Context: an optimization exercise on an open-source flow, tuned for small area. The choices shown serve that exercise and are no tape-out recipe. The RTL was checked by simulation tests, not by an equivalence proof against the original design. The clock port is modelled as an ideal driver, which makes a skipped or thinned clock tree look cheaper than it is; a real chip needs a root buffer or a tree. Power is estimated from default activity; no workload was simulated.

Design crc8u, start of the top module:
module crc8u (
  input  wire       clk,
  input  wire       rst,
  input  wire [1:0] op,
  input  wire [7:0] din,
  output reg  [7:0] crc,     
  output wire       zero,    
  output wire       eq       
);
  wire [7:0] x, nv, f, nxt;
  wire start, upd, hold;
  crc8u_and3b u_start (.an(rst), .b(op[1]), .c(op[0]), .y(start));
  crc8u_nor3b u_upd   (.a(op[0]), .b(rst), .cn(op[1]), .y(upd));
  crc8u_nor3  u_hold  (.a(op[1]), .b(op[0]), .c(rst), .y(hold));
  genvar i;
  generate
    for (i = 0; i < 8; i = i + 1) begin : g_bit
      crc8u_xor2  u_x   (.a(crc[i]), .b(din[i]), .y(x[i]));
      crc8u_a22oi u_v   (.a1(start), .a2(din[i]), .b1(upd), .b2(x[i]), .y(nv[i]));
      crc8u_a21o  u_nxt (.a1(hold), .a2(crc[i]), .b1(f[i]), .y(nxt[i]));
    end
  endgenerate
  wire t0;
  crc8u_xor2 u_t0 (.a(nv[4]), .b(nv[7]), .y(t0));
  wire t1;
  crc8u_xor2 u_t1 (.a(nv[1]), .b(nv[2]), .y(t1));
  wire t2;
  crc8u_xor2 u_t2 (.a(t0), .b(t1), .y(t2));
  wire t3;
  crc8u_xnor2 u_t3 (.a(nv[0]), .b(t2), .y(t3));
  wire t4;
  crc8u_xor2 u_t4 (.a(nv[6]), .b(t3), .y(t4));
  wire t5;
  crc8u_xor2 u_t5 (.a(nv[4]), .b(t4), .y(t5));
  wire t6;
  crc8u_xnor2 u_t6 (.a(nv[5]), .b(t5), .y(t6));
  wire t7;
  crc8u_xor2 u_t7 (.a(nv[3]), .b(t5), .y(t7));
  wire t8;
  crc8u_xor2 u_t8 (.a(nv[0]), .b(t7), .y(t8));
  wire t9;
  crc8u_xnor2 u_t9 (.a(nv[1]), .b(t6), .y(t9));
  wire t10;
  crc8u_xor2 u_t10 (.a(nv[7]), .b(t4), .y(t10));
  wire t11;
  crc8u_xor2 u_t11 (.a(nv[2]), .b(t7), .y(t11));
  wire t12;
  crc8u_xor2 u_t12 (.a(nv[6]), .b(t8), .y(t12));
  wire t13;
  crc8u_xor2 u_t13 (.a(nv[5]), .b(t12), .y(t13));
  assign f[0] = t11;
  assign f[1] = t2;
  ...
==> flow/config.mk <==
export PLATFORM = sky130hd
export DESIGN_NAME = crc8u
export DESIGN_NICKNAME = crc8u
export VERILOG_FILES = /design/flow/design.v
export SDC_FILE = /design/flow/constraint.sdc
export NUM_CORES = 4
export LEC_CHECK = 0
export CAP_MARGIN = 20
export CORE_AREA = 5 5 65 65
export CTS_BUF_LIST = sky130_fd_sc_hd__clkbuf_2
export CTS_CLUSTER_DIAMETER = 100
export CTS_CLUSTER_SIZE = 8
export DIE_AREA = 0 0 70 70
export SLEW_MARGIN = 20
export SYNTH_HIERARCHICAL = 1
export SYNTH_MINIMUM_KEEP_SIZE = 0
==> flow/constraint.sdc <==
create_clock -name core_clock -period 10.0 [get_ports {clk}]
set_input_delay 2.0000 -clock core_clock [delete_from_list [all_inputs] [get_ports {clk}]]
set_output_delay 2.0000 -clock core_clock [all_outputs]
set_load 0.01 [all_outputs]
standard.sh (not shown) runs the stock make flow with config.mk's settings and CLKGATE_MAP_FILE= SYNTH_SCRIPT=/design/flow/synth_recipe.tcl, a recipe that flattens the netlist after the stock synthesis.
==> flow/flow/run.sh <==
#!/bin/bash
set -euo pipefail
bash standard.sh ABC_LOAD_IN_FF=0.5 \
  'BUFFER_PORTS_ARGS=-buffer_cell sky130_fd_sc_hd__buf_1' \
  finish > standard.log 2>&1
The baseline finished with timing, DRC and antenna clean.
Then changed:
==> flow/flow/run.sh (replaced) <==
#!/bin/bash
# The standard layout, with these changes:
#  - ABC sizes gates for a small load (each gate is its own module in the RTL,
#    so the default 5 fF module-output load oversizes them),
#  - ports are buffered with buf_1,
#  - the clock tree CTS builds is collapsed to a single clkbuf_4 that drives
#    all eight flip-flops (flow/onebuf.tcl).
# make's output goes to standard*.log; each ORFS tool's log is under orfs/logs/.
set -euo pipefail
ARGS=(ABC_LOAD_IN_FF=0.5 'BUFFER_PORTS_ARGS=-buffer_cell sky130_fd_sc_hd__buf_1')
bash standard.sh "${ARGS[@]}" cts > standard_cts.log 2>&1
ODB=orfs/results/sky130hd/crc8u/base/4_cts.odb
cp $ODB orfs/results/sky130hd/crc8u/base/4_cts_tree.odb
IN_ODB=orfs/results/sky130hd/crc8u/base/4_cts_tree.odb OUT_ODB=$ODB \
  ROOT_MASTER=sky130_fd_sc_hd__clkbuf_4 \
  openroad -no_init -exit flow/onebuf.tcl > onebuf.log 2>&1
bash standard.sh "${ARGS[@]}" finish > standard_finish.log 2>&1
==> flow/flow/onebuf.tcl (new file) <==
# Collapse the clock tree to its root buffer: the leaf buffers CTS built are
# removed and their sinks are driven by the root buffer directly.
read_db $::env(IN_ODB)
set block [ord::get_db_block]
set root [$block findInst clkbuf_0_clk]
if {$root == "NULL"} { error "no root clock buffer" }
set rootnet [[$root findITerm X] getNet]
set leaves {}
foreach it [$rootnet getITerms] {
  set inst [$it getInst]
  if {$inst != $root && [string match "*clkbuf*" [[$inst getMaster] getName]]} { lappend leaves $inst }
}
foreach leaf $leaves {
  set lnet [[$leaf findITerm X] getNet]
  foreach it [$lnet getITerms] {
    if {[$it getInst] == $leaf} continue
    $it disconnect
    $it connect $rootnet
  }
  puts "removing [$leaf getName]"
  [$leaf findITerm A] disconnect
  [$leaf findITerm X] disconnect
  odb::dbInst_destroy $leaf
  odb::dbNet_destroy $lnet
}
if {[info exists ::env(ROOT_MASTER)]} { $root swapMaster [[ord::get_db] findMaster $::env(ROOT_MASTER)] }
# place the root buffer at the centroid of its sinks, then legalize
set sx 0; set sy 0; set n 0
foreach it [$rootnet getITerms] {
  set inst [$it getInst]
  if {$inst == $root} continue
  set bb [$inst getBBox]
  incr sx [expr {([$bb xMin] + [$bb xMax]) / 2}]
  incr sy [expr {([$bb yMin] + [$bb yMax]) / 2}]
  incr n
}
$root setPlacementStatus PLACED
$root setLocation [expr {$sx / $n}] [expr {$sy / $n}]
detailed_placement
check_placement -verbose
puts "clock sinks on root: $n"
write_db $::env(OUT_ODB)
After rerunning: The changed run went through all stages and came out clean. Area after synthesis stays the same. Maximum frequency drops by a few percent. Worst setup slack got worse by 140 ps. Non-clock buffer count stays the same. Power drops by a few percent. Core utilization drops by 0.22 points. Sequential power is about the same. Die area does not change. Wire length hardly moves. Final area drops slightly.

static timing again, ports no longer ideal:
The results above use ideal ports. As a check the final layouts listed here were re-extracted and re-timed, cells and wires unchanged.
Step 1 sets driving cells, clkbuf_16 on the clock port and buf_2 on the other inputs (assumed; they add their load-dependent delay and slew).
Step 2 adds t to the input delays and takes it off the output delays; t is the mean of the earliest and latest rising clock arrival at the registers after step 1. Input paths then give back, and output paths get back, about the clock's delay inside the block.
Slacks: ideal / step 1 / step 2; pairs: ideal / step 1.
run | t, ns | slack for setup (ns) | hold WS [ns] | clock arrival spread, ns
the first run | 0.266 | 4.730 / 4.716 / 4.450 | 0.529 / 0.529 / 0.529 | 0.002 / 0.002
the second run | 0.176 | 4.590 / 4.579 / 4.403 | 0.529 / 0.529 / 0.529 | 0.001 / 0.000
After both steps every run listed still meets setup and hold. For the first run, which loses most, drivers alone change the setup slack by -0.014 ns; drivers and shift together by -0.280 ns.
